This design comes from an exercise in tuning for small area, a short achievable clock period and few clock cycles on the open sky130 flow, not from production work. Where RTL was checked, it was by simulation tests only, not by an equivalence proof against the original. Only the layout flow was run in runs 1, 2 and 5 to 7; the RTL was not checked for function there. Power and IR drop assume default switching activity.

## flow/flow/run.sh

```bash
#!/bin/bash
set -euo pipefail
export BUFFER_PORTS_ARGS="-buffer_cell sky130_fd_sc_hd__buf_2"
bash standard.sh > standard.log 2>&1
```

## flow/standard.sh

```bash
#!/bin/bash
# synth_recipe.tcl (not shown) runs the flow's synth.tcl, then flattens the netlist and writes it again
# the make line also repeats each setting of config.mk as NAME=value (left out here)
make -C /OpenROAD-flow-scripts/flow DESIGN_CONFIG=/design/flow/config.mk WORK_HOME=/design/flow/orfs CLKGATE_MAP_FILE= SYNTH_SCRIPT=/design/flow/synth_recipe.tcl "${@:-finish}"
```

## flow/config.mk

```make
export PLATFORM = sky130hd
export DESIGN_NAME = lz4i_pixser
export DESIGN_NICKNAME = lz4i_pixser
export VERILOG_FILES = /design/flow/design.v
export SDC_FILE = /design/flow/constraint.sdc
export NUM_CORES = 4
export LEC_CHECK = 0
export CAP_MARGIN = 20
export CORE_MARGIN = 2
export CORE_UTILIZATION = 40
export PLACE_DENSITY = 0.6
export SLEW_MARGIN = 20
```

## flow/constraint.sdc

```tcl
create_clock -name core_clock -period 11.0 [get_ports {clk}]
set_input_delay 2.2000 -clock core_clock [delete_from_list [all_inputs] [get_ports {clk}]]
set_output_delay 2.2000 -clock core_clock [all_outputs]
set_load 0.01 [all_outputs]
```

## flow/design.v

```verilog
module lz4i_pixser (
    input  wire        clk,
    input  wire        rst,           
    input  wire        cmd_valid,
    output wire        cmd_ready,
    input  wire [7:0]  cmd_word,      
    input  wire [31:0] cmd_width,     
    input  wire [31:0] cmd_height,    
    input  wire [7:0]  cmd_bpp,
    input  wire [7:0]  cmd_planes,
    input  wire        in_valid,
    output wire        in_ready,
    input  wire [7:0]  in_data,
    output wire        out_valid,
    input  wire        out_ready,
    output wire [7:0]  out_data,
    output wire        done,
    output wire [7:0]  done_err,
    output wire [31:0] done_stride,
    output wire [63:0] done_psize
);
    function [4:0] fcls(input [7:0] v);
        fcls = (v == 8'd1)  ? 5'b10_000 :
               (v == 8'd2)  ? 5'b10_001 :
               (v == 8'd4)  ? 5'b10_010 :
               (v == 8'd8)  ? 5'b10_011 :
               (v == 8'd16) ? 5'b10_100 :
               (v == 8'd3)  ? 5'b11_000 :
               (v == 8'd6)  ? 5'b11_001 :
               (v == 8'd12) ? 5'b11_010 :
               (v == 8'd24) ? 5'b11_011 : 5'b00_000;
    endfunction
    function [2:0] f5(input [4:0] v);
        f5 = (v == 5'd31) ? 3'd7 : (v >= 5'd27) ? 3'd6 : (v >= 5'd23) ? 3'd5 :
             (v >= 5'd18) ? 3'd4 : (v >= 5'd14) ? 3'd3 : (v >= 5'd9)  ? 3'd2 :
             (v >= 5'd5)  ? 3'd1 : 3'd0;
    endfunction
    function [1:0] f6(input [5:0] v);
        f6 = (v == 6'd63) ? 2'd3 : (v >= 6'd42) ? 2'd2 : (v >= 6'd21) ? 2'd1 : 2'd0;
    endfunction
    reg        s_idle;
    reg        cmd_rdy;      
    reg        s_setup;
    reg        s_run;
    reg        pend;         
    reg        done_r;
    reg [31:0] X;            
    reg [31:0] Y;            
    reg [31:0] S;            
    reg [63:0] P;            
    reg [1:0]  op;           
    reg [4:0]  ca, cb;       
    reg [3:0]  e;            
    reg        rd1, rd2, rd4, rd16, rd24, pk;
    reg [2:0]  pad;          
    reg        fr;           
    reg        w1;           
    reg        lc, lr;       
    reg [7:0]  slot;         
    reg [1:0]  c;            
    reg [10:0] W;            
    reg        mbusy, sstep;
    reg [5:0]  mcnt;
    reg        mbs;          
    reg        mprev, mcy;
    reg [2:0]  orm;          
    reg        cin;          
    reg [7:0]  fa, fb;       
    reg        av;
    reg        in_rdy;       
    reg        bv;           
    reg [7:0]  od0, od1;     
    reg        ov0, ov1;
    wire        ta = ca[3], tb = cb[3];
    wire [3:0]  esum = {1'b0, ca[2:0]} + {1'b0, cb[2:0]};
    wire        both = ca[4] & cb[4];
    wire        p2   = both & ~ta & ~tb & (esum <= 4'd4);
    wire        n1   = p2 & (esum == 4'd0);
    wire        n2   = p2 & (esum == 4'd1);
    wire        n4   = p2 & (esum == 4'd2);
    wire        n16  = p2 & (esum == 4'd4);
    wire        n24  = both & (ta ^ tb) & (esum == 4'd3);
    wire        dok  = p2 | n24;
    wire        x1 = (X == 32'd1);
    wire        dim_bad = X[31] | (X == 32'd0) | Y[31] | (Y == 32'd0);
    reg  [3:0]  e_new;
    always @(*) begin
        if (op == 2'd0)                        e_new = 4'd7;
        else if (dim_bad)                      e_new = 4'd1;
        else if (!dok || (op == 2'd2 && n16))  e_new = 4'd2;
        else                                   e_new = 4'd0;
    end
    wire [2:0]  m_new    = n1 ? 3'd7 : n2 ? 3'd3 : n4 ? 3'd1 : 3'd0;
    wire [2:0]  pad_new  = (~X[2:0] + 3'd1) & m_new;
    wire        inc_new  = |(X[2:0] & m_new);
    wire [7:0]  slot0_new = n1 ? 8'h01 : n2 ? 8'h03 : 8'h0F;
    wire        go_setup = s_setup & ~pend;
    wire sub  = rd1 | rd2 | rd4;
    wire [7:0] dmask = rd1 ? 8'h01 : rd2 ? 8'h03 : 8'h0F;
    wire [7:0] slot0 = rd1 ? 8'h01 : rd2 ? 8'h03 : 8'h0F;
    wire [7:0] slot_rot = rd1 ? {slot[6:0], slot[7]} :
                          rd2 ? {slot[5:0], slot[7:6]} : {slot[3:0], slot[7:4]};
    wire grp_end = slot[7];
    wire [7:0] inb = rd1 ? {8{fa[0]}} : rd2 ? {4{fa[1:0]}} : {2{fa[3:0]}};
    wire [7:0] pkd = W[7:0] | (slot & inb);
    wire [7:0] t   = slot & fa;
    wire [7:0] unpx;
    assign unpx[0] = rd1 ? (|t) : rd2 ? (t[0] | t[2] | t[4] | t[6]) : (t[0] | t[4]);
    assign unpx[1] = rd1 ? 1'b0 : rd2 ? (t[1] | t[3] | t[5] | t[7]) : (t[1] | t[5]);
    assign unpx[2] = rd4 & (t[2] | t[6]);
    assign unpx[3] = rd4 & (t[3] | t[7]);
    assign unpx[7:4] = 4'd0;
    wire [4:0] r5 = fb[7:3];
    wire [5:0] b6 = W[10:5];
    wire [4:0] g5 = W[4:0];
    wire [7:0] r8 = {r5, f5(r5)};
    wire [7:0] b8 = {b6, f6(b6)};
    wire [7:0] g8 = {g5, f5(g5)};
    wire c0 = (c == 2'd0);
    wire c2 = (c == 2'd2);
    reg       go, pb, pop1, pop2, push;
    reg [7:0] cdata;
    always @(*) begin
        go = 1'b0; pb = 1'b0; pop1 = 1'b0; pop2 = 1'b0; push = 1'b0;
        cdata = fa;
        if (s_run && !sstep && !ov1) begin
            if (rd16) begin
                go    = c0 ? (av & bv) : 1'b1;
                pb    = go & c2;
                pop2  = go & c0;
                push  = go;
                cdata = c0 ? r8 : c2 ? g8 : b8;
            end else if (sub) begin
                go = av;
                pb = go;
                if (pk) begin
                    pop1  = go;
                    push  = go & (grp_end | lc);
                    cdata = pkd;
                end else begin
                    pop1  = go & (grp_end | lc);
                    push  = go;
                    cdata = unpx;
                end
            end else begin
                go    = av;
                pb    = go & (~rd24 | c2);
                pop1  = go;
                push  = go;
                cdata = fa;
            end
        end
    end
    wire [31:0] xdec = X - 32'd1;
    wire [31:0] ydec = Y - 32'd1;
    wire take  = in_valid & ~bv;
    wire av_n = pop2 ? take : (av & ~(pop1 & ~bv)) | take;
    wire bv_n = ~pop2 & ~pop1 & av & (bv | take);
    wire idle_n = (s_idle & ~cmd_valid) | (go_setup & ~(e_new == 4'd0 && op[1])) |
                  (pb & lc & lr);
    wire opop  = ov0 & out_ready;
    wire ofree = ~ov0 | (out_ready & ~ov1);
    wire [31:0] mop  = mbs ? (S | {29'd0, orm}) : 32'd0;
    wire [32:0] msum = {2'b00, P[63:34], P[33] | cin} + {1'b0, mop};
    wire [5:0]  mlast = rd1 ? 6'd35 : rd2 ? 6'd34 : rd4 ? 6'd33 : rd16 ? 6'd31 : 6'd32;
    wire        h_i  = P[0] & ~mcnt[5];
    wire        h_n  = P[1] & ~(mcnt[5] | (mcnt == 6'd31));
    wire        cy_n = (h_i & mprev) | (h_i & mcy) | (mprev & mcy);
    wire        mb_n = rd24 ? (h_n ^ h_i ^ cy_n) : h_n;
    wire        mstep = mbusy & ~sstep;
    always @(posedge clk) begin
        if (s_idle) begin
            X  <= cmd_width;
            Y  <= cmd_height;
            op <= (cmd_word[7:2] == 6'd0) ? cmd_word[1:0] : 2'd0;
            ca <= fcls(cmd_bpp);
            cb <= fcls(cmd_planes);
        end else begin
            if (pb)
                X <= lc ? S : xdec;
            if (pb & lc)
                Y <= ydec;
        end
        if (go_setup) begin
            e     <= e_new;
            S     <= X;
            P     <= {33'd0, Y[30:0]};
            rd1   <= n1;
            rd2   <= n2;
            rd4   <= n4;
            rd16  <= n16;
            rd24  <= n24;
            pk    <= op[1] & ~op[0];
            pad   <= pad_new;
            fr    <= 1'b1;
            orm   <= m_new & {3{inc_new}};
            cin   <= inc_new;
            mbs   <= 1'b1;
            w1    <= x1;
            lc    <= x1;
            lr    <= (Y == 32'd1);
            slot  <= slot0_new;
            W[7:0] <= 8'd0;
            c     <= 2'd0;
            mcnt  <= 6'd0;
            sstep <= 1'b1;
        end
        if (mbusy & sstep) begin
            S     <= msum[31:0];
            sstep <= 1'b0;
            mbs   <= P[0];
            orm   <= 3'd0;
            cin   <= 1'b0;
            mprev <= 1'b0;
            mcy   <= 1'b0;
        end
        if (mstep) begin
            P     <= {msum, P[32:1]};
            mcnt  <= mcnt + 6'd1;
            mbs   <= mb_n;
            mprev <= h_i;
            mcy   <= cy_n;
        end
        if (go) begin
            if (rd16) begin
                if (c0) W <= {fb[2:0], fa};
                c <= c2 ? 2'd0 : c + 2'd1;
            end else if (rd24) begin
                c <= c2 ? 2'd0 : c + 2'd1;
            end else if (sub) begin
                W[7:0] <= (grp_end | lc) ? 8'd0 : pkd;
                if (pk & |(fa & ~dmask))
                    e <= 4'd9;
            end
        end
        if (pb) begin
            if (lc) begin
                lc   <= w1;
                fr   <= 1'b0;
                lr   <= (Y == 32'd2);
                slot <= slot0;
            end else begin
                lc   <= (X[31:4] == 28'd0) && (X[3:0] == (fr ? 4'd2 : {1'b0, pad} + 4'd2));
                slot <= slot_rot;
            end
        end
        if (~av | pop1 | pop2)
            fa <= (pop1 & bv) ? fb : in_data;
        if (~bv | pop1 | pop2)
            fb <= in_data;
        if (~ov0 | out_ready)
            od0 <= ov1 ? od1 : cdata;
        if (~ov1 | out_ready)
            od1 <= cdata;
        if (rst) begin
            s_idle  <= 1'b1;
            cmd_rdy <= 1'b1;
            s_setup <= 1'b0;
            s_run   <= 1'b0;
            pend    <= 1'b0;
            done_r  <= 1'b0;
            mbusy   <= 1'b0;
            av      <= 1'b0;
            bv      <= 1'b0;
            in_rdy  <= 1'b1;
            ov0     <= 1'b0;
            ov1     <= 1'b0;
        end else begin
            av     <= av_n;
            bv     <= bv_n;
            in_rdy <= ~bv_n;
            if (opop) begin
                ov0 <= ov1 | push;
                ov1 <= ov1 & push;
            end else begin
                ov0 <= ov0 | push;
                ov1 <= ov1 | (ov0 & push);
            end
            s_idle  <= idle_n;
            cmd_rdy <= idle_n;
            if (s_idle & cmd_valid)
                s_setup <= 1'b1;
            if (go_setup) begin
                s_setup <= 1'b0;
                pend    <= 1'b1;
                if (e_new == 4'd0 && op[1]) s_run <= 1'b1;
                mbusy <= (e_new == 4'd0);
            end
            if (pb & lc & lr)
                s_run  <= 1'b0;
            if (mstep && mcnt == mlast)
                mbusy <= 1'b0;
            done_r <= pend & ~mbusy & ~s_run & ofree;
            if (pend & ~mbusy & ~s_run & ofree)
                pend <= 1'b0;
        end
    end
    assign cmd_ready   = cmd_rdy;
    assign in_ready    = in_rdy;
    assign out_valid   = ov0;
    assign out_data    = od0;
    assign done        = done_r;
    assign done_err    = {4'd0, e};
    assign done_stride = S;
    assign done_psize  = P;
endmodule
```

==> results.toml, run 1 <==
[status]
status = "complete, no violations"

[routing]
viasPerCell = 5.45
drt_iter0_markers = 1063
drtPass1Iterations = 6
drc = 0
vias = 12700
drt_wl_total_um = 43500
antenna_left = 0
wl_per_cell_um = 18.7

[timing]
post-route-min-period_ns = 4.20
relSlewSlack_pct = 30.2
fin_worst_skew_ns = 0.00876
setup_viol_count_final = 0
drv_slew = 0
hold_viol_final = 0
setup_ws_ns = 6.80
tightest_slew_ns = 1.05
min_period_over_period_pct = 38.2
timing.setup.tns_ns = 0
rsz0062_at_grt = "false"
fmax_ghz = 0.238

[place]
dp_slack_ns = 6.79
place_congestion = 0.893
portBuffers = 212
dp_hpwl_um = 31200

[power]
p_leak_nw = 7.01
power.density_nw_per_um2 = 153
irDropWorstVdd_uv = 114

[final_layout]
n_fill_cell = 3662
final_layout_size_suffix_gt1_share_pct = 17.7
nNetsFinal = 1941
seq_area_um2 = 7700
area_growth_pct = 16.5
multi_input_area_um2 = 7270

[cts]
clock_latency_ns = 0.57
postCtsSetupRepairBufs = 0
cts_made_buffers = 30
tritoncts = "built"
cts_hold_buf = 0
htreeDepth = 1
path_clk_slew_ns = 0.07
cts_sinks = 267
root_buffer = "clkbuf_16"
post_cts_resize_count = 0
cts_buffer_depth = 3

[logic_synthesis]
synthTopCellsByCount = "nand2_1, edfxtp_1, o21ai_0"
synth_edf_count = 235
synth_most_common_cell = "nand2_1"
synthCells = 1622
synth_ff_type = "edfxtp_1"
synth.distinct_cells = 80
yosys.area.top_type = "edfxtp_1"
synth.avg_cell_area_um2 = 9.51
async_reset_ff_share_pct = 0
synth.area.top_cells = "edfxtp_1, nand2_1, o21ai_0, dfxtp_1, a21oi_1"
synth_top_area_share_pct = 45.8
ys.warnings.count = 1
ys_seq_elements = 267
synth_area_um2 = 15400
seq_area_frac_synth_pct = 49.9

[worst_setup_path]
required_ns = 11.30
r2r-start = "mbs$_DFFE_PP_"
arrival_ns = 4.50
critPathLaunch = "mbs$_DFFE_PP_"
reg2reg_depth = 12
rrSetupSlack_ns = 6.80
critPathMaxFanout = 32
worstSetupStartpointType = "register"
critPathCaptureType = "register"
timing.rr.end = "S[27]$_DFFE_PP_"
critPathKind = "register to register"
cp-endpoint = "S[27]$_DFFE_PP_"

[grt]
grt_overflow = 0
grt_pass1_wl_um = 67700
grt_usage_pct = 21.0
grt_antenna_before_repair = 3
first_global_vias = 12000
grt_max_degree = 88

[die]
core_um2 = 37800
start_util_pct = 40.7
top_level_ports = 217
die_h_um = 200
die_x_um = 200
row_count = 71
dieArea_um2 = 40100

[hold_path]
hp-class = "register to register"

[run]
cap_violations = 0
## kinds of logic (layout without fill, tap and decap cells)
logic type	count (synthesis)	after routing	synth area share [%]
adder cells (fa/ha/maj)	45	45	3.75
buffers and inverters	121	315	3.12
AND/OR/NAND/NOR	653	653	19.8
other	1	6	0.0243
multiplexers	36	36	2.47
XOR/XNOR	86	86	4.88
flip-flops	267	267	49.9
AO/OA/AOI/OAI	413	413	16.0
## registers in the layout, summed over array words and instances (netlist names), 2 cells and up
register and count:
P 64, S 32, X 32, Y 32, W 11, fa 8
fb 8, od0 8, od1 8, slot 8, mcnt 6, ca 5
cb 5, e 4, orm 3, pad 3, c 2, op 2
## per-layer routing
| layer | global-route usage [%] | up-vias | part of all wire (%) |
|---|---|---|---|
| li1 | - | 6238 | - |
| met1 | 30.1 | 6035 | 47 |
| met2 | 32.9 | 374 | 45 |
| met3 | 3.42 | 67 | 5.5 |
| met4 | 5.42 | 0 | 2.4 |
| met5 | 0 | - | 0 |
## placed cells by master (no fill, tap or decap), drive strengths merged, types with 16 or more instances in the layout
master    n
dfxtp    32
ha       43
a21o     22
xor2     41
nor2b    17
nand2   271
nand2b   17
xnor2    45
a21oi   113
nor3     49
clkbuf   42
nor4     17
or3      22
nand3    24
mux2     16
mux2i    20
buf     226
edfxtp  235
and2     37
nor2    147
o21ai   159
inv      32
## power by group
group / internal, W / leakage [nW] / switching, W
Sequential: 0.00120 / 2.56 / 0.0000858
Clock: 0.000649 / 0.532 / 0.000426
Combinational: 0.000155 / 3.92 / 0.000225
Total: 0.00200 / 7.01 / 0.000737
## critical path, stage by stage, from the launching register on
cell      delay (ns)
edfxtp_1        0.91
o21ai_0         0.34
inv_1           0.14
ha_1            0.23
a21oi_1         0.20
nor2_1          0.08
o21a_1          0.22
a311o_1         0.38
a31oi_1         0.42
a211oi_1        0.28
a211oi_1        0.42
xor2_1          0.21
o21ai_0         0.09
## through the flow
| stage | cell area, um2 | total power (W) | instances | util (%) | hold slack, ns |
|---|---|---|---|---|---|
| final | 18000 | 0.00274 | 2332 | 47.5 | 0.459 |
| after global routing | 18000 | 0.00286 | 2331 | 47.5 | 0.479 |
| after CTS | 18000 | 0.00277 | 2330 | 47.5 | 0.460 |
| after detailed placement | 16900 | 0.00168 | 2274 | 44.7 | 0.446 |
| after global placement | 16900 | 0.00168 | 2274 | 44.7 | 0.433 |
| after floorplan | 15400 | 0.00154 | 1625 | - | 0.419 |
## final cells by class
class / instances / area share [%]
flip-flops and latches: 267 / 42.9
multi-input cells: 1237 / 40.4
repair buffers: 226 / 6.49
clock buffers: 42 / 5.11
well taps: 511 / 3.56
clock inverters: 14 / 0.835
inverters: 33 / 0.689
diodes: 2 / 0.0278
## how the worst min path moves through the flow
stage                        startpoint  cells past startpoint             endpoint  slack, ns
floorplan              cin$_SDFFE_PP0P_                      1     cin$_SDFFE_PP0P_       0.42
global placement       cin$_SDFFE_PP0P_                      1     cin$_SDFFE_PP0P_       0.43
detailed placement     cin$_SDFFE_PP0P_                      1     cin$_SDFFE_PP0P_       0.45
CTS                    cin$_SDFFE_PP0P_                      1     cin$_SDFFE_PP0P_       0.46
global route           cin$_SDFFE_PP0P_                      1     cin$_SDFFE_PP0P_       0.48
finish              orm[0]$_SDFFE_PP0P_                      1  orm[0]$_SDFFE_PP0P_       0.46
==> inputs of run 2 (changes only) <==
--- a/flow/config.mk
+++ b/flow/config.mk
@@ -6,7 +6,7 @@
 export NUM_CORES = 4
 export LEC_CHECK = 0
-export CAP_MARGIN = 20
+export CAP_MARGIN = 80
 export CORE_MARGIN = 2
 export CORE_UTILIZATION = 40
 export PLACE_DENSITY = 0.6
-export SLEW_MARGIN = 20
+export SLEW_MARGIN = 80
==> run 2 against run 1 <==
  * Still clean
  * Synthesized area stayed put
  * Power is 0.85% higher
  * Synthesized cell count did not move
  * Fmax decreased by 16%
  * Non-clock buffer count grew 68
  * Sequential cell count stayed put
  * Combinational power increased by 19%
  * First-iteration DRC count fell by 18%
  * Clock power is 4% lower
  * Critical path type unchanged
  * Critical endpoint is now S[24]$_DFFE_PP_
  * Highest routed layer unchanged
==> results.toml, run 2 <==
[worst_setup_path]
required_ns = 11.33
crit_buf_inv = 5
crit_slowest_cell = "clkdlybuf4s50_1"
cpPeakStageDelay_ns = 0.55
arrival_ns = 5.31
rrSetupSlack_ns = 6.01
critPathMaxFanout = 8
critPathKind = "register to register"
timing.rr.end = "S[24]$_DFFE_PP_"
critPathCaptureType = "register"
path_common_cell = "clkdlybuf4s50_1"
reg2reg_depth = 15
cp_top_family = "buffers and inverters"
path_cells = "clkdlybuf4s15_2 -> clkdlybuf4s18_2 -> and2_1 -> ha_1 -> a21oi_1 -> o21bai_1 -> a2111oi_4 -> clkdlybuf4s50_1 -> clkdlybuf4s50_1 -> clkdlybuf4s50_1 -> o41ai_4 -> a21oi_1 -> o21ai_1 -> xnor2_1 -> o21ai_0"
r2r-start = "mbs$_DFFE_PP_"
worstSetupStartpointType = "register"

[logic_synthesis]
synth.distinct_cells = 80
synth_area_um2 = 15400
synthCells = 1622
seq_area_frac_synth_pct = 49.9
synth_most_common_cell = "nand2_1"
synth.avg_cell_area_um2 = 9.51
synth_top_area_share_pct = 45.8
synth.area.top_cells = "edfxtp_1, nand2_1, o21ai_0, dfxtp_1, a21oi_1"
async_reset_ff_share_pct = 0
ys.warnings.count = 1
synth_ff_type = "edfxtp_1"
synth_edf_count = 235
synthTopCellsByCount = "nand2_1, edfxtp_1, o21ai_0"
yosys.area.top_type = "edfxtp_1"
ys_seq_elements = 267

[cts]
path_clk_slew_ns = 0.06
tritoncts = "built"
cts_buffer_depth = 3
cts_sinks = 267
postCtsSetupRepairBufs = 0
cts_hold_buf = 0
root_buffer = "clkbuf_16"
cts_made_buffers = 31
htreeDepth = 1
clock_latency_ns = 0.59
post_cts_resize_count = 0

[hold_path]
hp-class = "register to register"
min_from = "cin$_SDFFE_PP0P_"
min_path_cells = 1
min_to = "cin$_SDFFE_PP0P_"

[final_layout]
fin_util_pct = 50.9
layout_common_cells = "nand2_1, edfxtp_1, buf_2, nor2_1, o21ai_0"
final_layout_size_suffix_gt1_share_pct = 24.5
nNetsFinal = 2010
regMostFlops = "P"
area_growth_pct = 25.0
layout_commonest_cell = "nand2_1"
largest_reg_flops = 64

[status]
status = "complete, no violations"

[die]
row_count = 71
die_h_um = 200
core_um2 = 37800
dieArea_um2 = 40100
top_level_ports = 217
start_util_pct = 40.7
die_x_um = 200

[routing]
met1_length_um = 21200
wl_met3_um = 2160
drtPass1Iterations = 7
wl_met2_um = 20300
antenna_left = 0
highest_layer = "met4"
vias = 13000
wl_per_cell_um = 18.6
drt_wl_total_um = 44700
drt_iter0_markers = 868
viasPerCell = 5.41
drc = 0

[grt]
grt_antenna_before_repair = 3
grt_overflow = 0
first_global_vias = 12400
grt_pass1_wl_um = 70000
grt_max_degree = 37
grt_usage_pct = 21.6

[place]
place_congestion = 0.893
portBuffers = 212
dp_hpwl_um = 33100

[power]
irDropWorstVdd_uv = 131
p_leak_nw = 7.45
power.density_nw_per_um2 = 143
power_w = 0.00276

[run]
cap_violations = 0

[timing]
post-route-min-period_ns = 4.99
hold_viol_final = 0
rsz0062_at_grt = "false"
setup_viol_count_final = 0
drv_slew = 0
fmax_ghz = 0.201
fin_worst_skew_ns = 0.0225
timing.setup.tns_ns = 0
min_period_over_period_pct = 45.3
==> run 2: cell counts after synthesis <==
Identical to the previous run, type by type.
==> run 2: per-stage QoR <==
stage | cells | hold WS, ns | setup WS (ns) | cell area, um2
3_3_place_gp | 2274 | 0.433 | 6.92 | 16900
3_5_place_dp | 2335 | 0.443 | 6.27 | 18000
6_report | 2402 | 0.458 | 6.01 | 19300
2_1_floorplan | 1625 | 0.419 | 7.70 | 15400
4_1_cts | 2393 | 0.458 | 6.22 | 19000
5_1_grt | 2401 | 0.477 | 5.80 | 19300
==> run 2: how the worst max path moves through the flow <==
stage / startpoint / slack, ns / cells after the start / endpoint
floorplan: X[11]$_DFFE_PP_ / 7.70 / 10 / X[25]$_DFFE_PP_
global placement: mbs$_DFFE_PP_ / 6.92 / 11 / S[28]$_DFFE_PP_
detailed placement: mbs$_DFFE_PP_ / 6.27 / 15 / S[24]$_DFFE_PP_
CTS: mbs$_DFFE_PP_ / 6.22 / 15 / S[24]$_DFFE_PP_
global route: mbs$_DFFE_PP_ / 5.80 / 15 / S[24]$_DFFE_PP_
finish: mbs$_DFFE_PP_ / 6.01 / 15 / S[24]$_DFFE_PP_
==> run 2: cells by family after synthesis <==
family                   after synthesis  synth area share [%]
AND/OR/NAND/NOR                      653                  19.8
AO/OA/AOI/OAI                        413                  16.0
flip-flops                           267                  49.9
buffers and inverters                121                  3.12
XOR/XNOR                              86                  4.88
adder cells (fa/ha/maj)               45                  3.75
multiplexers                          36                  2.47
other                                  1                0.0243
==> run 2: layout make-up <==
| cell class | count | area, um2 |
|---|---|---|
| Antenna cell | 2 | 5.00 |
| Clock inverter | 20 | 178 |
| Tap cell | 511 | 639 |
| Clock buffer | 38 | 842 |
| Inverter | 33 | 131 |
| Sequential cell | 267 | 7710 |
| Fill cell | 3473 | 18600 |
| Timing Repair Buffer | 294 | 1940 |
| Multi-Input combinational cell | 1237 | 7830 |
==> run 2: report_power, final <==
group	switching [W]	internal [W]	leakage, nW
Clock	0.000445	0.000593	0.494
Combinational	0.000261	0.000192	4.40
Sequential	0.0000758	0.00120	2.56
==> run 2: metal layers <==
metal  up-vias  GRT usage, %
li1       6378             -
met1      6202          31.0
met2       339          34.4
met3        67          2.81
met4         0          5.74
met5         -             0
==> inputs of run 3 (changes only) <==
--- a/flow/design.v
+++ b/flow/design.v
@@ -39,5 +39,6 @@
         f6 = (v == 6'd63) ? 2'd3 : (v >= 6'd42) ? 2'd2 : (v >= 6'd21) ? 2'd1 : 2'd0;
     endfunction
-    reg        s_idle;
+    reg        s_busy;       
+    wire       s_idle = ~s_busy;
     reg        cmd_rdy;      
     reg        s_setup;
@@ -49,6 +50,4 @@
     reg [31:0] S;            
     reg [63:0] P;            
-    reg [1:0]  op;           
-    reg [4:0]  ca, cb;       
     reg [3:0]  e;            
     reg        rd1, rd2, rd4, rd16, rd24, pk;
@@ -60,7 +59,11 @@
     reg [1:0]  c;            
     reg [10:0] W;            
+    wire [1:0] op = c;       
+    wire [4:0] ca = W[9:5];
+    wire [4:0] cb = W[4:0];
     reg        mbusy, sstep;
     reg [5:0]  mcnt;
     reg        mbs;          
+    reg        nmbs;         
     reg        mprev, mcy;
     reg [2:0]  orm;          
@@ -161,5 +164,5 @@
     wire opop  = ov0 & out_ready;
     wire ofree = ~ov0 | (out_ready & ~ov1);
-    wire [31:0] mop  = mbs ? (S | {29'd0, orm}) : 32'd0;
+    wire [31:0] mop  = {~nmbs ? S[31:16] : 16'd0, mbs ? (S[15:0] | {13'd0, orm}) : 16'd0};
     wire [32:0] msum = {2'b00, P[63:34], P[33] | cin} + {1'b0, mop};
     wire [5:0]  mlast = rd1 ? 6'd35 : rd2 ? 6'd34 : rd4 ? 6'd33 : rd16 ? 6'd31 : 6'd32;
@@ -173,7 +176,6 @@
             X  <= cmd_width;
             Y  <= cmd_height;
-            op <= (cmd_word[7:2] == 6'd0) ? cmd_word[1:0] : 2'd0;
-            ca <= fcls(cmd_bpp);
-            cb <= fcls(cmd_planes);
+            c  <= (cmd_word[7:2] == 6'd0) ? cmd_word[1:0] : 2'd0;
+            W[9:0] <= {fcls(cmd_bpp), fcls(cmd_planes)};
         end else begin
             if (pb)
@@ -197,4 +199,5 @@
             cin   <= inc_new;
             mbs   <= 1'b1;
+            nmbs  <= 1'b0;
             w1    <= x1;
             lc    <= x1;
@@ -210,4 +213,5 @@
             sstep <= 1'b0;
             mbs   <= P[0];
+            nmbs  <= ~P[0];
             orm   <= 3'd0;
             cin   <= 1'b0;
@@ -219,4 +223,5 @@
             mcnt  <= mcnt + 6'd1;
             mbs   <= mb_n;
+            nmbs  <= ~mb_n;
             mprev <= h_i;
             mcy   <= cy_n;
@@ -254,5 +259,5 @@
             od1 <= cdata;
         if (rst) begin
-            s_idle  <= 1'b1;
+            s_busy  <= 1'b0;
             cmd_rdy <= 1'b1;
             s_setup <= 1'b0;
@@ -277,5 +282,5 @@
                 ov1 <= ov1 | (ov0 & push);
             end
-            s_idle  <= idle_n;
+            s_busy  <= ~idle_n;
             cmd_rdy <= idle_n;
             if (s_idle & cmd_valid)
--- a/flow/config.mk
+++ b/flow/config.mk
@@ -6,7 +6,9 @@
 export NUM_CORES = 4
 export LEC_CHECK = 0
-export CAP_MARGIN = 80
+export CAP_MARGIN = 20
 export CORE_MARGIN = 2
 export CORE_UTILIZATION = 40
+export CTS_CLUSTER_DIAMETER = 60
+export CTS_CLUSTER_SIZE = 30
 export PLACE_DENSITY = 0.6
-export SLEW_MARGIN = 80
+export SLEW_MARGIN = 20
==> run 3 against run 2 <==
  * Final cell count down 3.9%
  * Power is 1.5% lower
  * Combinational power up 11%
  * Synthesized area down 0.62%
  * Critical path depth fell by 4
  * Die area is 0.61% lower
  * Sequential share of layout area is 1.6 points higher
  * Critical endpoint is now S[28]$_DFFE_PP_
  * Largest cell class unchanged
  * Highest routed layer is now met5
==> results.toml, run 3 <==
[final_layout]
largest_reg_flops = 64
n_fill_cell = 3696
layout_commonest_cell = "nand2_1"
layout_common_cells = "nand2_1, edfxtp_1, buf_2, nor2_1, o21ai_0"
area_growth_pct = 15.6
num_antenna_cells = 0
nNetsFinal = 1923
regMostFlops = "P"
final_layout_size_suffix_gt1_share_pct = 18.7
fin_util_pct = 47.1

[die]
top_level_ports = 217
start_util_pct = 40.7
die_x_um = 200
die_h_um = 200
core_um2 = 37700
row_count = 71
dieArea_um2 = 39900

[routing]
vias = 12700
antenna_left = 0
viasPerCell = 5.50
drt_wl_total_um = 43400
drc = 0
drtPass1Iterations = 7
wl_per_cell_um = 18.8
drt_iter0_markers = 895

[logic_synthesis]
seq_area_frac_synth_pct = 48.1
synthCells = 1611
synth.avg_cell_area_um2 = 9.51
synth_top_area_share_pct = 43.5
synth.distinct_cells = 81
synth_edf_count = 222
synth_area_um2 = 15300
synthTopCellsByCount = "nand2_1, edfxtp_1, nor2_1"
ys.warnings.count = 1
synth_ff_type = "edfxtp_1"
async_reset_ff_share_pct = 0
synth.area.top_cells = "edfxtp_1, nand2_1, dfxtp_1, nor2_1, o21ai_0"
synth_most_common_cell = "nand2_1"
ys_seq_elements = 257
yosys.area.top_type = "edfxtp_1"

[grt]
grt_max_degree = 71
grt_pass1_wl_um = 67100
grt_antenna_before_repair = 1
grt_overflow = 0
grt_usage_pct = 21.3
first_global_vias = 12100

[timing]
hold_viol_final = 0
rsz0062_at_grt = "false"
tightest_slew_ns = 0.994
relSlewSlack_pct = 33.7
post-route-min-period_ns = 3.62
setup_viol_count_final = 0
drv_slew = 0
setup_ws_ns = 7.38
fin_worst_skew_ns = 0.0269
timing.setup.tns_ns = 0
min_period_over_period_pct = 33.0
fmax_ghz = 0.276

[worst_setup_path]
r2r-start = "mbs$_DFFE_PP_"
worstSetupStartpointType = "register"
critPathMaxFanout = 16
required_ns = 11.29
critPathCaptureType = "register"
critPathKind = "register to register"
critPathLaunch = "mbs$_DFFE_PP_"
arrival_ns = 3.92

[place]
portBuffers = 212
place_congestion = 0.921
dp_slack_ns = 7.36
dp_hpwl_um = 30800

[hold_path]
min_from = "cin$_SDFFE_PP0P_"
hp-class = "register to register"

[cts]
cts_made_buffers = 27
root_buffer = "clkbuf_16"
cts_buffer_depth = 3
clock_latency_ns = 0.57
post_cts_resize_count = 0
htreeDepth = 1
tritoncts = "built"
cts_sinks = 257
postCtsSetupRepairBufs = 0
cts_hold_buf = 0
path_clk_slew_ns = 0.08

[power]
power_w = 0.00272
irDropWorstVdd_uv = 137
power.density_nw_per_um2 = 154
p_leak_nw = 6.87

[status]
status = "complete, no violations"

[run]
cap_violations = 0
-- run 3: changes by cell type after synthesis, sizes merged, moves of 9 or more --
| cell | before | now |
|---|---|---|
| edfxtp | 235 | 222 |
| o21ai | 159 | 115 |
| nor2b | 17 | 35 |
| mux2 | 16 | 41 |
| and2 | 37 | 23 |
| o22ai | 6 | 16 |
| nand2 | 271 | 238 |
| nor2 | 147 | 171 |
| or3 | 22 | 13 |
-- run 3: path summary, 6_finish.rpt --
| check | end | slack [ns] | depth (start not counted) |
|---|---|---|---|
| max reg2reg | S[28]$_DFFE_PP_ | 7.38 | 11 |
| max | S[28]$_DFFE_PP_ | 7.38 | 11 |
| min reg2reg | cin$_SDFFE_PP0P_ | 0.44 | 2 |
| min | cin$_SDFFE_PP0P_ | 0.44 | 2 |
-- run 3: worst max-delay path: stages, from the launching register on --
cell	delay (ns)
edfxtp_1	0.61
o21a_1	0.20
ha_1	0.19
fa_1	0.40
a21o_1	0.20
a221oi_2	0.37
nor3_1	0.19
o21ai_0	0.21
nand3_1	0.26
a221oi_2	0.40
mux2i_1	0.22
o21ai_0	0.10
-- run 3: through the flow --
step	hold WS, ns	std cells	area (um2)
2_1_floorplan	0.416	1614	15300
5_1_grt	0.470	2308	17700
3_3_place_gp	0.427	2258	16800
4_1_cts	0.441	2307	17700
6_report	0.437	2308	17700
3_5_place_dp	0.431	2258	16800
-- run 3: area by class of cell --
cell class / count / area [um2] / share of cell area [%]
Clock inverter: 19 / 205 / 1.16
Tap cell: 511 / 639 / 3.61
Sequential cell: 257 / 7370 / 41.6
Inverter: 39 / 146 / 0.826
Timing Repair Buffer: 222 / 1160 / 6.52
Clock buffer: 30 / 708 / 4.00
Multi-Input combinational cell: 1230 / 7500 / 42.3
-- run 3: logic make-up (layout without fill, tap and decap cells) --
kind of cell    Yosys count  count (layout)  share of synthesized area [%]
compound gates          383             383                           15.6
xor+xnor                 90              90                           5.14
fa+ha+maj                45              45                           3.77
buf+inv                 127             310                           3.28
flops                   257             257                           48.1
mux                      58              58                           4.12
other cells               1               4                         0.0245
simple gates            650             650                           20.0
-- run 3: report_power, final --
| group | internal (W) | total (W) | leakage (nW) | switching (W) |
|---|---|---|---|---|
| Combinational | 0.000205 | 0.000500 | 3.99 | 0.000294 |
| Clock | 0.000491 | 0.000943 | 0.440 | 0.000452 |
| Sequential | 0.00118 | 0.00128 | 2.44 | 0.000104 |
| Total | 0.00187 | 0.00272 | 6.87 | 0.000850 |
-- run 3: routing by layer --
layer	track usage, %	part of all wire (%)
met1	30.3	46
met2	33.6	44
met3	4.05	7.3
met4	5.08	2.2
met5	0	0.030
Testbench counts of run 3, summed over its fixed seeds: cycles 106,702.
==> inputs of run 4 (changes only) <==
--- a/flow/config.mk
+++ b/flow/config.mk
@@ -9,6 +9,4 @@
 export CORE_MARGIN = 2
 export CORE_UTILIZATION = 40
-export CTS_CLUSTER_DIAMETER = 60
-export CTS_CLUSTER_SIZE = 30
 export PLACE_DENSITY = 0.6
 export SLEW_MARGIN = 20
==> run 4 against run 3 <==
  * Clock skew down 0.0066 ns
  * Clock power up about 10%
  * Still clean
  * Critical path depth unchanged
  * Power up 3.8%
  * Worst hold slack worse by 0.0028 ns
  * Sequential share of layout area down 0.30 points
  * Setup slack worse by 0.014 ns
  * Final cell count up 0.39%
  * Via count up 0.58%
  * Combinational power about the same
  * First-iteration DRC count up 17%
  * Global-route usage up 0.050 points
==> results.toml, run 4 <==
[cts]
htreeDepth = 1
cts_made_buffers = 31
clock_latency_ns = 0.58
cts_sinks = 257
root_buffer = "clkbuf_16"
cts_buffer_depth = 3
path_clk_slew_ns = 0.06
tritoncts = "built"
cts_hold_buf = 0
post_cts_resize_count = 0
postCtsSetupRepairBufs = 0

[power]
switching_share_pct = 28.7
power_switching_w = 0.000812
clkPwrFrac_pct = 37.0
p_leak_nw = 6.95
pwr-share-comb_pct = 17.7
power.density_nw_per_um2 = 158
pwr-share-seq_pct = 45.3
power.internal_w = 0.00201
irDropWorstVdd_uv = 112

[worst_setup_path]
arrival_ns = 3.95
path_cells = "o21a_1 -> ha_1 -> fa_1 -> a21o_1 -> a221oi_2 -> nor3_1 -> o21ai_0 -> nand3_1 -> a221oi_2 -> mux2i_1 -> o21ai_0"
required_ns = 11.31
cp_top_family = "compound AO/OA/AOI/OAI gates"
crit_slowest_cell = "edfxtp_1"
critPathKind = "register to register"
timing.rr.end = "S[28]$_DFFE_PP_"
cpPeakStageDelay_ns = 0.61
r2r-start = "mbs$_DFFE_PP_"
crit_buf_inv = 0
critPathCaptureType = "register"
critPathMaxFanout = 16
reg2reg_depth = 11
rrSetupSlack_ns = 7.36
worstSetupStartpointType = "register"

[logic_synthesis]
synthCells = 1611
synth.avg_cell_area_um2 = 9.51
synth_ff_type = "edfxtp_1"
ys_seq_elements = 257
synth.distinct_cells = 81
seq_area_frac_synth_pct = 48.1
synth_top_area_share_pct = 43.5
synth_area_um2 = 15300
async_reset_ff_share_pct = 0
yosys.area.top_type = "edfxtp_1"
ys.warnings.count = 1
synthTopCellsByCount = "nand2_1, edfxtp_1, nor2_1"
synth_edf_count = 222
synth.area.top_cells = "edfxtp_1, nand2_1, dfxtp_1, nor2_1, o21ai_0"
synth_most_common_cell = "nand2_1"

[final_layout]
nNetsFinal = 1927
regMostFlops = "P"
num_antenna_cells = 0
layout_common_cells = "nand2_1, edfxtp_1, buf_2, nor2_1, o21ai_0"
layout_commonest_cell = "nand2_1"
area_growth_pct = 16.5
final_layout_size_suffix_gt1_share_pct = 18.7
n_fill_cell = 3697
largest_reg_flops = 64

[hold_path]
min_path_cells = 2
min_to = "cin$_SDFFE_PP0P_"
hp-class = "register to register"
min_from = "cin$_SDFFE_PP0P_"

[timing]
post-route-min-period_ns = 3.64
hold_viol_final = 0
timing.setup.tns_ns = 0
tightest_slew_ns = 1.00
min_period_over_period_pct = 33.1
fmax_ghz = 0.275
fin_worst_skew_ns = 0.0203
rsz0062_at_grt = "false"
setup_ws_ns = 7.36
setup_viol_count_final = 0
drv_slew = 0
relSlewSlack_pct = 33.2

[grt]
first_global_vias = 12200
grt_usage_pct = 21.4
grt_max_degree = 71
grt_antenna_before_repair = 1
grt_pass1_wl_um = 67300
grt_overflow = 0

[die]
core_um2 = 37700
die_x_um = 200
die_h_um = 200
dieArea_um2 = 39900
top_level_ports = 217
row_count = 71
start_util_pct = 40.7

[routing]
drt_wl_total_um = 43500
vias = 12800
drtPass1Iterations = 5
drc = 0
drt_iter0_markers = 1046
viasPerCell = 5.51
wl_per_cell_um = 18.8
antenna_left = 0

[place]
dp_hpwl_um = 30800
portBuffers = 212
dp_slack_ns = 7.36
place_congestion = 0.921

[status]
status = "complete, no violations"

[run]
cap_violations = 0
[run 4: per-stage QoR]
| stage | utilization, % | hold slack, ns | instances | instance area [um2] | power, W |
|---|---|---|---|---|---|
| after global placement | 44.5 | 0.427 | 2258 | 16800 | 0.00179 |
| after detailed placement | 44.5 | 0.431 | 2258 | 16800 | 0.00180 |
| after CTS | 47.3 | 0.439 | 2316 | 17800 | 0.00285 |
| after global routing | 47.4 | 0.466 | 2317 | 17900 | 0.00296 |
| after floorplan | - | 0.416 | 1614 | 15300 | 0.00162 |
| final | 47.4 | 0.434 | 2317 | 17900 | 0.00283 |
[run 4: final cells by class]
class / instances / area (um2) / share of cell area (%)
well taps: 511 / 639 / 3.58
flip-flops and latches: 257 / 7370 / 41.3
clock inverters: 8 / 95.1 / 0.533
clock buffers: 50 / 947 / 5.31
inverters: 39 / 146 / 0.820
repair buffers: 222 / 1160 / 6.48
multi-input cells: 1230 / 7500 / 42.0
[run 4: how the worst max path moves through the flow]
stage | start | end | cells after the start
4_1_cts | mbs$_DFFE_PP_ | S[28]$_DFFE_PP_ | 11
5_1_grt | mbs$_DFFE_PP_ | S[28]$_DFFE_PP_ | 11
3_5_place_dp | mbs$_DFFE_PP_ | S[28]$_DFFE_PP_ | 11
3_3_place_gp | cmd_bpp[7] | W[7]$_DFF_P_ | 5
2_1_floorplan | cmd_planes[3] | W[4]$_DFF_P_ | 7
6_report | mbs$_DFFE_PP_ | S[28]$_DFFE_PP_ | 11
[run 4: layer usage]
| layer | vias up | wire [um] | share of wire (%) | GRT usage (%) |
|---|---|---|---|---|
| met5 | - | 13 | 0.030 | 0 |
| li1 | 6193 | - | - | - |
| met2 | 440 | 19200 | 44 | 33.5 |
| met1 | 6066 | 20000 | 46 | 30.3 |
| met4 | 2 | 1040 | 2.4 | 5.51 |
| met3 | 66 | 3240 | 7.4 | 4.28 |
[run 4: kinds of logic after synthesis]
family | Yosys count | synth area share [%]
AO/OA/AOI/OAI | 383 | 15.6
XOR/XNOR | 90 | 5.14
adder cells (fa/ha/maj) | 45 | 3.77
buffers and inverters | 127 | 3.28
flip-flops | 257 | 48.1
multiplexers | 58 | 4.12
other | 1 | 0.0245
AND/OR/NAND/NOR | 650 | 20.0
[run 4: worst register-to-register path, cell delays in order (launching register included)]
cell and delay [ns]:
edfxtp_1 0.61, o21a_1 0.20, ha_1 0.19, fa_1 0.40, a21o_1 0.20, a221oi_2 0.37
nor3_1 0.19, o21ai_0 0.22, nand3_1 0.27, a221oi_2 0.40, mux2i_1 0.22, o21ai_0 0.10
[run 4: power by group through the flow]
stage	Sequential [W]	Clock, W	Combinational (W)
global route	0.00129	0.00110	0.000559
CTS	0.00128	0.00107	0.000499
finish	0.00128	0.00104	0.000500
global placement	0.00130	0	0.000488
detailed placement	0.00130	0	0.000495
floorplan	0.00127	0	0.000344
==> inputs of run 5 (changes only) <==
--- a/flow/design.v
+++ b/flow/design.v
@@ -64,9 +64,6 @@
     reg        mbusy, sstep;
     reg [5:0]  mcnt;
-    reg        mbs;          
-    reg        nmbs;         
+    reg        mbs0, nmbs1, mbs2, nmbs3;
     reg        mprev, mcy;
-    reg [2:0]  orm;          
-    reg        cin;          
     reg [7:0]  fa, fb;       
     reg        av;
@@ -96,5 +93,4 @@
     wire [2:0]  m_new    = n1 ? 3'd7 : n2 ? 3'd3 : n4 ? 3'd1 : 3'd0;
     wire [2:0]  pad_new  = (~X[2:0] + 3'd1) & m_new;
-    wire        inc_new  = |(X[2:0] & m_new);
     wire [7:0]  slot0_new = n1 ? 8'h01 : n2 ? 8'h03 : 8'h0F;
     wire        go_setup = s_setup & ~pend;
@@ -164,6 +160,8 @@
     wire opop  = ov0 & out_ready;
     wire ofree = ~ov0 | (out_ready & ~ov1);
-    wire [31:0] mop  = {~nmbs ? S[31:16] : 16'd0, mbs ? (S[15:0] | {13'd0, orm}) : 16'd0};
-    wire [32:0] msum = {2'b00, P[63:34], P[33] | cin} + {1'b0, mop};
+    wire [2:0]  rm   = rd1 ? 3'd7 : rd2 ? 3'd3 : rd4 ? 3'd1 : 3'd0;
+    wire [31:0] mop  = {nmbs3 ? 8'd0 : S[31:24], mbs2 ? S[23:16] : 8'd0,
+                        nmbs1 ? 8'd0 : S[15:8],  mbs0 ? S[7:0] : 8'd0};
+    wire [32:0] msum = {2'b00, P[63:33]} + {1'b0, mop};
     wire [5:0]  mlast = rd1 ? 6'd35 : rd2 ? 6'd34 : rd4 ? 6'd33 : rd16 ? 6'd31 : 6'd32;
     wire        h_i  = P[0] & ~mcnt[5];
@@ -187,5 +185,5 @@
             e     <= e_new;
             S     <= X;
-            P     <= {33'd0, Y[30:0]};
+            P     <= {28'd0, m_new, 2'd0, Y[30:0]};
             rd1   <= n1;
             rd2   <= n2;
@@ -196,8 +194,8 @@
             pad   <= pad_new;
             fr    <= 1'b1;
-            orm   <= m_new & {3{inc_new}};
-            cin   <= inc_new;
-            mbs   <= 1'b1;
-            nmbs  <= 1'b0;
+            mbs0  <= 1'b1;
+            nmbs1 <= 1'b0;
+            mbs2  <= 1'b1;
+            nmbs3 <= 1'b0;
             w1    <= x1;
             lc    <= x1;
@@ -210,10 +208,11 @@
         end
         if (mbusy & sstep) begin
-            S     <= msum[31:0];
+            S     <= {msum[31:3], msum[2:0] & ~rm};
+            P[35:33] <= 3'd0;
             sstep <= 1'b0;
-            mbs   <= P[0];
-            nmbs  <= ~P[0];
-            orm   <= 3'd0;
-            cin   <= 1'b0;
+            mbs0  <= P[0];
+            nmbs1 <= ~P[0];
+            mbs2  <= P[0];
+            nmbs3 <= ~P[0];
             mprev <= 1'b0;
             mcy   <= 1'b0;
@@ -222,6 +221,8 @@
             P     <= {msum, P[32:1]};
             mcnt  <= mcnt + 6'd1;
-            mbs   <= mb_n;
-            nmbs  <= ~mb_n;
+            mbs0  <= mb_n;
+            nmbs1 <= ~mb_n;
+            mbs2  <= mb_n;
+            nmbs3 <= ~mb_n;
             mprev <= h_i;
             mcy   <= cy_n;
@@ -266,4 +267,6 @@
             done_r  <= 1'b0;
             mbusy   <= 1'b0;
+            mbs2    <= 1'b0;
+            nmbs3   <= 1'b1;
             av      <= 1'b0;
             bv      <= 1'b0;
==> run 5 against run 4 <==
  * Non-clock buffer count rose by 3
  * Sequential share of layout area grew 0.72 points
  * Fmax down 3.2%
  * Clock power shrank 4%
  * Setup slack got worse by 0.12 ns
  * Sequential cell count fell by 2
  * Combinational power fell by 7.4%
  * Power fell by 3.2%
  * Sequential power hardly changed
  * Utilization hardly changed
  * Wire length decreased by 1.5%
  * Critical path type unchanged
  * Critical endpoint is now S[30]$_DFFE_PP_
  * Largest power group unchanged
==> results.toml, run 5 <==
[worst_setup_path]
reg2reg_depth = 13
arrival_ns = 4.07
critPathCaptureType = "register"
cp_top_family = "compound AO/OA/AOI/OAI gates"
crit_buf_inv = 1
path_cells = "and2_1 -> ha_1 -> inv_1 -> fa_1 -> nor2b_1 -> o31ai_1 -> a211oi_1 -> o21ai_0 -> a31oi_1 -> a311oi_1 -> o31ai_1 -> xnor2_1 -> o21ai_0"
required_ns = 11.31
cp_num_cells = 13
worstSetupStartpointType = "register"
critPathKind = "register to register"
cpPeakStageDelay_ns = 0.58
crit_slowest_cell = "a311oi_1"
critPathMaxFanout = 8

[cts]
postCtsSetupRepairBufs = 0
post_cts_resize_count = 0
cts_buffer_depth = 3
cts_sinks = 255
clock_latency_ns = 0.58
path_clk_slew_ns = 0.06
cts_made_buffers = 30
htreeDepth = 1
root_buffer = "clkbuf_16"
cts_hold_buf = 0
tritoncts = "built"

[die]
dieArea_um2 = 39100
die_h_um = 198
row_count = 70
core_um2 = 36800
die_x_um = 198
top_level_ports = 217
start_util_pct = 40.8

[logic_synthesis]
synth.avg_cell_area_um2 = 9.57
synthTopCellsByCount = "nand2_1, edfxtp_1, nor2_1"
synthCells = 1568
synth_edf_count = 222
synth_ff_type = "edfxtp_1"
ys_seq_elements = 255
yosys.area.top_type = "edfxtp_1"
synth.area.top_cells = "edfxtp_1, nand2_1, nor2_1, dfxtp_1, mux2_2"
synth.distinct_cells = 70
ys.warnings.count = 1
synth_top_area_share_pct = 44.4
async_reset_ff_share_pct = 0
synth_most_common_cell = "nand2_1"
seq_area_frac_synth_pct = 48.8
synth_area_um2 = 15000

[final_layout]
largest_reg_flops = 64
layout_commonest_cell = "nand2_1"
final_layout_size_suffix_gt1_share_pct = 18.7
layout_common_cells = "nand2_1, edfxtp_1, buf_2, nor2_1, a21oi_1"
regMostFlops = "P"
fin_util_pct = 47.4
stdcell_count = 2241
nNetsFinal = 1895
area_growth_pct = 16.3

[timing]
tightest_slew_ns = 1.04
fin_worst_skew_ns = 0.0281
hold_viol_final = 0
relSlewSlack_pct = 30.8
drv_slew = 0
rsz0062_at_grt = "false"
post-route-min-period_ns = 3.76
timing.setup.tns_ns = 0
min_period_over_period_pct = 34.2
setup_viol_count_final = 0
fmax_ghz = 0.266

[power]
irDropWorstVdd_uv = 120
power.density_nw_per_um2 = 157
p_leak_nw = 6.76

[hold_path]
min_path_cells = 0
hp-class = "register to register"

[grt]
grt_usage_pct = 21.7
grt_max_degree = 89
grt_antenna_before_repair = 3
grt_overflow = 0
first_global_vias = 12000
grt_pass1_wl_um = 67200

[routing]
viasPerCell = 5.53
drtPass1Iterations = 5
drt_iter0_markers = 935
wl_per_cell_um = 19.1
drt_wl_total_um = 42900
drc = 0
vias = 12400
antenna_left = 0

[place]
portBuffers = 212
place_inst = 2185
dp_hpwl_um = 30500
place_congestion = 0.876

[run]
cap_violations = 0

[status]
status = "complete, no violations"
[run 5: cell types whose count changed after synthesis, moves of 7 or more]
cell,before,now
mux2_2,41,51
nor2_1,171,182
nor3_1,45,37
nor3b_1,9,0
nor4_1,11,26
o21ai_0,114,100
o221ai_1,1,8
[run 5: final cells by class]
cell class,instances,area [um2]
fill,3565,19300
sequential,255,7330
multi-input combinational,1204,7280
timing repair buffer,225,1160
clock buffer,47,856
tap,468,586
inverter,33,124
clock inverter,8,115
antenna,1,2.50
[run 5: final timing paths]
check | start | end | slack (ns)
worst max-delay path | mbs0$_DFFE_PP_ | S[30]$_DFFE_PP_ | 7.24
worst min-delay path | fb[2]$_DFFE_PP_ | W[10]$_DFFE_PP_ | 0.45
worst max register to register | mbs0$_DFFE_PP_ | S[30]$_DFFE_PP_ | 7.24
worst min register to register | fb[2]$_DFFE_PP_ | W[10]$_DFFE_PP_ | 0.45
[run 5: layer usage]
metal / part of all wire [%] / track usage [%] / up-vias / routed length (um)
li1: - / - / 6036 / -
met2: 45 / 34.5 / 383 / 19400
met1: 46 / 30.1 / 5896 / 19600
met5: 0.070 / 0 / - / 30
met3: 6.9 / 4.81 / 64 / 2940
met4: 2.2 / 5.29 / 4 / 949
[run 5: kinds of logic (layout without fill, tap and decap cells)]
kind of cell,after synthesis,count (layout),share of synthesized area [%]
and+or+nand+nor,641,641,19.6
AOI/OAI and AO/OA,352,352,14.3
DFF,255,255,48.8
buffers and inverters,112,313,2.90
xor gates and xnor gates,97,97,5.66
muxes,65,65,4.76
adders and majority gates,45,45,3.85
other,1,5,0.0250
[run 5: power breakdown]
| part | internal, W | switching, W |
|---|---|---|
| clock | 0.000600 | 0.000398 |
| sequential | 0.00117 | 0.000103 |
| combinational | 0.000189 | 0.000274 |
[run 5: through the flow]
step,instance area [um2],setup WS [ns],hold WS (ns),total power [W]
floorplan,15000,7.65,0.422,0.00158
global placement,16500,7.40,0.429,0.00175
detailed placement,16500,7.32,0.439,0.00175
CTS,17400,7.27,0.455,0.00276
global route,17400,6.96,0.470,0.00286
finish,17400,7.24,0.454,0.00273
==> inputs of run 6 (changes only) <==
--- a/flow/config.mk
+++ b/flow/config.mk
@@ -8,5 +8,5 @@
 export CAP_MARGIN = 20
 export CORE_MARGIN = 2
-export CORE_UTILIZATION = 40
-export PLACE_DENSITY = 0.6
+export CORE_UTILIZATION = 65
+export PLACE_DENSITY = 0.75
 export SLEW_MARGIN = 20
==> run 6 against run 5 <==
  * Global-route usage up 11 points
  * Clock-buffer cell count down 8
  * Clock power down 5.2%
  * Clock skew down 0.017 ns
  * Fmax down 4.3%
  * Die area down 38%
  * Power down 1.9%
  * Critical endpoint is now S[28]$_DFFE_PP_
  * Synthesized cell count unchanged
  * Register-to-register slack worse by 0.17 ns
  * Final cell count down 8.3%
==> results.toml, run 6 <==
[status]
status = "complete, no violations"

[cts]
post_cts_resize_count = 0
cts_sinks = 255
cts_hold_buf = 0
cts_made_buffers = 29
path_clk_slew_ns = 0.06
root_buffer = "clkbuf_16"
htreeDepth = 1
clock_latency_ns = 0.55
tritoncts = "built"
cts_buffer_depth = 3
postCtsSetupRepairBufs = 0

[final_layout]
n_fill_cell = 1646
regMostFlops = "P"
layout_commonest_cell = "nand2_1"
layout_common_cells = "nand2_1, edfxtp_1, buf_2, nor2_1, a21oi_1"
nNetsFinal = 1893
area_growth_pct = 14.4
largest_reg_flops = 64
final_layout_size_suffix_gt1_share_pct = 18.8

[timing]
fmax_ghz = 0.255
fin_worst_skew_ns = 0.0110
drv_slew = 0
tightest_slew_ns = 1.06
timing.setup.tns_ns = 0
min_period_over_period_pct = 35.7
rsz0062_at_grt = "false"
post-route-min-period_ns = 3.93
setup_ws_ns = 7.07
relSlewSlack_pct = 29.4
setup_viol_count_final = 0
hold_viol_final = 0

[place]
dp_hpwl_um = 27900
dp_slack_ns = 7.25
place_congestion = 0.932
portBuffers = 212

[die]
top_level_ports = 217
row_count = 55
die_h_um = 156
dieArea_um2 = 24300
core_um2 = 22600
die_x_um = 156
start_util_pct = 66.3

[grt]
busiest_layer = "met2"
grt_overflow = 0
grtUsageMet1_pct = 41.5
grt_antenna_before_repair = 1
use_met2_pct = 56.7
grt_max_degree = 97
grt_pass1_wl_um = 63000
first_global_vias = 12500
grt_usage_pct = 32.5
use_met3_pct = 4.22

[logic_synthesis]
synth_ff_type = "edfxtp_1"
synth.distinct_cells = 70
seq_area_frac_synth_pct = 48.8
ys.warnings.count = 1
synth.area.top_cells = "edfxtp_1, nand2_1, nor2_1, dfxtp_1, mux2_2"
synth_most_common_cell = "nand2_1"
async_reset_ff_share_pct = 0
synthCells = 1568
ys_seq_elements = 255
synth.avg_cell_area_um2 = 9.57
synth_area_um2 = 15000
synth_edf_count = 222
synthTopCellsByCount = "nand2_1, edfxtp_1, nor2_1"
synth_top_area_share_pct = 44.4
yosys.area.top_type = "edfxtp_1"

[worst_setup_path]
rrSetupSlack_ns = 7.07
required_ns = 11.27
worstSetupStartpointType = "register"
reg2reg_depth = 13
critPathMaxFanout = 8
r2r-start = "mbs0$_DFFE_PP_"
critPathKind = "register to register"
timing.rr.end = "S[28]$_DFFE_PP_"
arrival_ns = 4.20
critPathCaptureType = "register"

[hold_path]
min_to = "W[10]$_DFFE_PP_"
min_path_cells = 0
hp-class = "register to register"
min_from = "fb[2]$_DFFE_PP_"

[routing]
vias = 12800
drtPass1Iterations = 5
drt_iter0_markers = 1063
drc = 0
antenna_left = 0
drt_wl_total_um = 40200
wl_per_cell_um = 19.6
viasPerCell = 6.23

[power]
p_leak_nw = 6.73
irDropWorstVdd_uv = 127
power.density_nw_per_um2 = 156

[run]
cap_violations = 0
==> run 6: cell counts after synthesis <==
No cell type changed its count.
==> run 6: report_power, final <==
part / internal (W) / switching (W) / total, W
Sequential: 0.00117 / 0.000101 / 0.00127
Clock: 0.000560 / 0.000386 / 0.000946
Combinational: 0.000190 / 0.000276 / 0.000465
==> run 6: layout make-up <==
| class | count | area (um2) | area share [%] |
|---|---|---|---|
| Timing Repair Buffer | 224 | 1150 | 6.71 |
| Tap cell | 285 | 357 | 2.08 |
| Multi-Input combinational cell | 1204 | 7270 | 42.4 |
| Clock buffer | 39 | 773 | 4.51 |
| Inverter | 33 | 124 | 0.722 |
| Sequential cell | 255 | 7330 | 42.7 |
| Antenna cell | 1 | 2.50 | 0.0146 |
| Clock inverter | 14 | 148 | 0.861 |
==> run 6: worst max path at each step <==
| stage | depth (start not counted) | endpoint | slack (ns) | start |
|---|---|---|---|---|
| finish | 13 | S[28]$_DFFE_PP_ | 7.07 | mbs0$_DFFE_PP_ |
| global route | 13 | S[28]$_DFFE_PP_ | 6.80 | mbs0$_DFFE_PP_ |
| CTS | 13 | S[28]$_DFFE_PP_ | 7.24 | mbs0$_DFFE_PP_ |
| detailed placement | 13 | S[28]$_DFFE_PP_ | 7.25 | mbs0$_DFFE_PP_ |
| global placement | 10 | W[3]$_DFF_P_ | 7.42 | cmd_planes[1] |
| floorplan | 8 | W[3]$_DFF_P_ | 7.65 | cmd_planes[3] |
==> run 6: critical path, stage by stage (launching register included) <==
cell and delay (ns):
edfxtp_1 0.50, and2_1 0.19, ha_1 0.22, inv_1 0.08
fa_1 0.21, nor2b_1 0.08, o31ai_1 0.43, a211oi_1 0.15
o21ai_0 0.53, a31oi_1 0.25, a311oi_1 0.53, o31ai_1 0.18
xnor2_1 0.20, o21ai_0 0.11
==> run 6: cell families (layout without fill, tap and decap cells) <==
group                      count (synthesis)  after routing  synth area share (%)
xor gates and xnor gates                  97             97                  5.66
AOI/OAI and AO/OA                        352            352                  14.3
other                                      1              5                0.0250
muxes                                     65             65                  4.76
DFF                                      255            255                  48.8
adders and majority gates                 45             45                  3.85
buffers and inverters                    112            310                  2.90
and+or+nand+nor                          641            641                  19.6
==> run 6: metal layers <==
layer	wire, um	part of all wire [%]
met2	19500	49
met4	1610	4.0
met3	2890	7.2
met5	0	0
met1	16200	40
==> run 6: stage by stage <==
stage / total power, W / std cells / utilization [%] / area [um2] / hold WS, ns
finish: 0.00268 / 2055 / 75.8 / 17200 / 0.454
floorplan: 0.00158 / 1571 / - / 15000 / 0.422
global placement: 0.00173 / 2001 / 71.7 / 16200 / 0.432
global route: 0.00278 / 2054 / 75.8 / 17200 / 0.488
detailed placement: 0.00175 / 2001 / 71.7 / 16200 / 0.451
CTS: 0.00268 / 2054 / 75.7 / 17100 / 0.464
==> inputs of run 7 (changes only) <==
--- a/flow/config.mk
+++ b/flow/config.mk
@@ -9,4 +9,5 @@
 export CORE_MARGIN = 2
 export CORE_UTILIZATION = 65
+export GPL_TIMING_DRIVEN = 1
 export PLACE_DENSITY = 0.75
 export SLEW_MARGIN = 20
==> run 7 against run 6 <==
  * Still clean
  * Clock power about the same
  * Sequential share of layout area did not move
  * First-iteration DRC count is the same
  * Synthesized cell count unchanged
  * Utilization stayed put
  * Sequential cell count is the same
  * Fmax stayed put
  * Critical path type unchanged
  * Largest cell class unchanged
  * Largest power group unchanged
==> results.toml, run 7 <==
[status]
status = "complete, no violations"

[grt]
grt_usage_pct = 32.5
grt_max_degree = 97
grt_overflow = 0
grt_antenna_before_repair = 1
first_global_vias = 12500
grt_pass1_wl_um = 63000

[logic_synthesis]
synth.distinct_cells = 70
synthCells = 1568
synth_edf_count = 222
synth_most_common_cell = "nand2_1"
synth.avg_cell_area_um2 = 9.57
async_reset_ff_share_pct = 0
synth_area_um2 = 15000
synth_top_area_share_pct = 44.4
seq_area_frac_synth_pct = 48.8
synth.area.top_cells = "edfxtp_1, nand2_1, nor2_1, dfxtp_1, mux2_2"
ys.warnings.count = 1
synthTopCellsByCount = "nand2_1, edfxtp_1, nor2_1"
yosys.area.top_type = "edfxtp_1"
ys_seq_elements = 255
synth_ff_type = "edfxtp_1"

[cts]
cts_made_buffers = 29
tritoncts = "built"
postCtsSetupRepairBufs = 0
cts_hold_buf = 0
path_clk_slew_ns = 0.06
cts_sinks = 255
post_cts_resize_count = 0
clock_latency_ns = 0.55
htreeDepth = 1
root_buffer = "clkbuf_16"
cts_buffer_depth = 3

[final_layout]
regMostFlops = "P"
layout_common_cells = "nand2_1, edfxtp_1, buf_2, nor2_1, a21oi_1"
layout_commonest_cell = "nand2_1"
fin_util_pct = 75.8
area_growth_pct = 14.4
largest_reg_flops = 64
nNetsFinal = 1893
final_area_um2 = 17200
final_layout_size_suffix_gt1_share_pct = 18.8

[power]
power.internal_w = 0.00192
p_leak_nw = 6.73
clkPwrFrac_pct = 35.3
power_switching_w = 0.000762
power.density_nw_per_um2 = 156
irDropWorstVdd_uv = 127
switching_share_pct = 28.4
power_w = 0.00268
pwr-share-seq_pct = 47.4
pwr-share-comb_pct = 17.3

[timing]
setup_viol_count_final = 0
relSlewSlack_pct = 29.4
min_period_over_period_pct = 35.7
timing.setup.tns_ns = 0
drv_slew = 0
fmax_ghz = 0.255
fin_hold_ws_ns = 0.454
hold_viol_final = 0
fin_worst_skew_ns = 0.0110
tightest_slew_ns = 1.06
post-route-min-period_ns = 3.93
rsz0062_at_grt = "false"

[routing]
drt_wl_total_um = 40200
drc = 0
drt_iter0_markers = 1063
wl_per_cell_um = 19.6
viasPerCell = 6.23
antenna_left = 0
vias = 12800
drtPass1Iterations = 5

[die]
start_util_pct = 66.3
top_level_ports = 217
die_h_um = 156
dieArea_um2 = 24300
die_x_um = 156
core_um2 = 22600
row_count = 55

[run]
cap_violations = 0

[worst_setup_path]
required_ns = 11.27
critPathMaxFanout = 8
worstSetupStartpointType = "register"
arrival_ns = 4.20
critPathCaptureType = "register"
critPathKind = "register to register"
r2r-start = "mbs0$_DFFE_PP_"
critPathLaunch = "mbs0$_DFFE_PP_"

[place]
dp_hpwl_um = 27900
placed_cell_area_um2 = 16200
portBuffers = 212
place_congestion = 0.932

[hold_path]
min_from = "fb[2]$_DFFE_PP_"
hp-class = "register to register"
==> run 7: cell type report <==
type	count	area, um2
flip-flops and latches	255	7330
multi-input cells	1204	7270
fillers	1646	5480
repair buffers	224	1150
clock buffers	39	773
well taps	285	357
clock inverters	14	148
inverters	33	124
diodes	1	2.50
==> run 7: kinds of logic (layout without fill, tap and decap cells) <==
group           after synthesis  count (layout)  share of synthesized area, %
simple gates                641             641                          19.6
other cells                   1               5                        0.0250
fa+ha+maj                    45              45                          3.85
xor+xnor                     97              97                          5.66
flops                       255             255                          48.8
mux                          65              65                          4.76
buf+inv                     112             310                          2.90
compound gates              352             352                          14.3
==> run 7: layer usage <==
metal  track usage (%)  part of all wire [%]  up-vias
li1                  -                     -     6024
met1              41.5                    40     6084
met2              56.7                    49      589
met3              4.22                   7.2      111
met4              12.6                   4.0        0
met5                 0                     0        -
==> run 7: critical path, cell delays in order (launching register included) <==
cell and delay [ns]:
edfxtp_1 0.50, and2_1 0.19, ha_1 0.22, inv_1 0.08, fa_1 0.21, nor2b_1 0.08
o31ai_1 0.43, a211oi_1 0.15, o21ai_0 0.53, a31oi_1 0.25, a311oi_1 0.53, o31ai_1 0.18
xnor2_1 0.20, o21ai_0 0.11
==> run 7: path summary, 6_finish.rpt <==
path	endpoint	slack [ns]	cells past startpoint
max	S[28]$_DFFE_PP_	7.07	13
min	W[10]$_DFFE_PP_	0.45	0
max reg2reg	S[28]$_DFFE_PP_	7.07	13
min reg2reg	W[10]$_DFFE_PP_	0.45	0
==> run 7: power by group through the flow <==
stage / Clock [W] / Combinational, W / Sequential [W]
after CTS: 0.000950 / 0.000463 / 0.00127
final: 0.000946 / 0.000465 / 0.00127
after floorplan: 0 / 0.000311 / 0.00127
after detailed placement: 0 / 0.000459 / 0.00129
after global routing: 0.000983 / 0.000516 / 0.00128
after global placement: 0 / 0.000444 / 0.00128
==> run 7: through the flow <==
stage	instances	setup WS (ns)
floorplan	1571	7.65
detailed placement	2001	7.25
global placement	2001	7.42
global route	2054	6.80
finish	2055	7.07
CTS	2054	7.24

==> afterwards: timing with drivers on the ports <==
No port has a modelled driver above. Below, the same layouts with a new extraction and two added sets of constraints. Step 1 (the two cells are an assumption about what drives the block):
set clk [get_ports {clk}]
set_driving_cell -lib_cell sky130_fd_sc_hd__clkbuf_16 $clk
set_driving_cell -lib_cell sky130_fd_sc_hd__buf_2 [delete_from_list [all_inputs] $clk]
Step 2 times the ports against the registers' clock, not the clock port: input delays grow and output delays shrink by t, the midpoint of the rising clock arrivals with the driver on. Slacks: ideal ports / drivers / drivers and shift; pairs: ideal ports / drivers.
run | t (ns) | setup WS [ns] | latest minus earliest clock arrival (ns)
run 1 | 0.619 | 6.800 / 6.800 / 6.800 | 0.009 / 0.009
run 2 | 0.630 | 6.014 / 6.014 / 6.014 | 0.025 / 0.024
run 3 | 0.607 | 7.375 / 7.375 / 7.375 | 0.027 / 0.027
run 4 | 0.623 | 7.361 / 7.361 / 7.361 | 0.023 / 0.024
run 5 | 0.619 | 7.239 / 7.239 / 7.239 | 0.028 / 0.028
run 6 | 0.593 | 7.071 / 7.071 / 7.071 | 0.011 / 0.011
run 7 | 0.593 | 7.071 / 7.071 / 7.071 | 0.011 / 0.011
After both steps setup and hold are still met in every run listed.
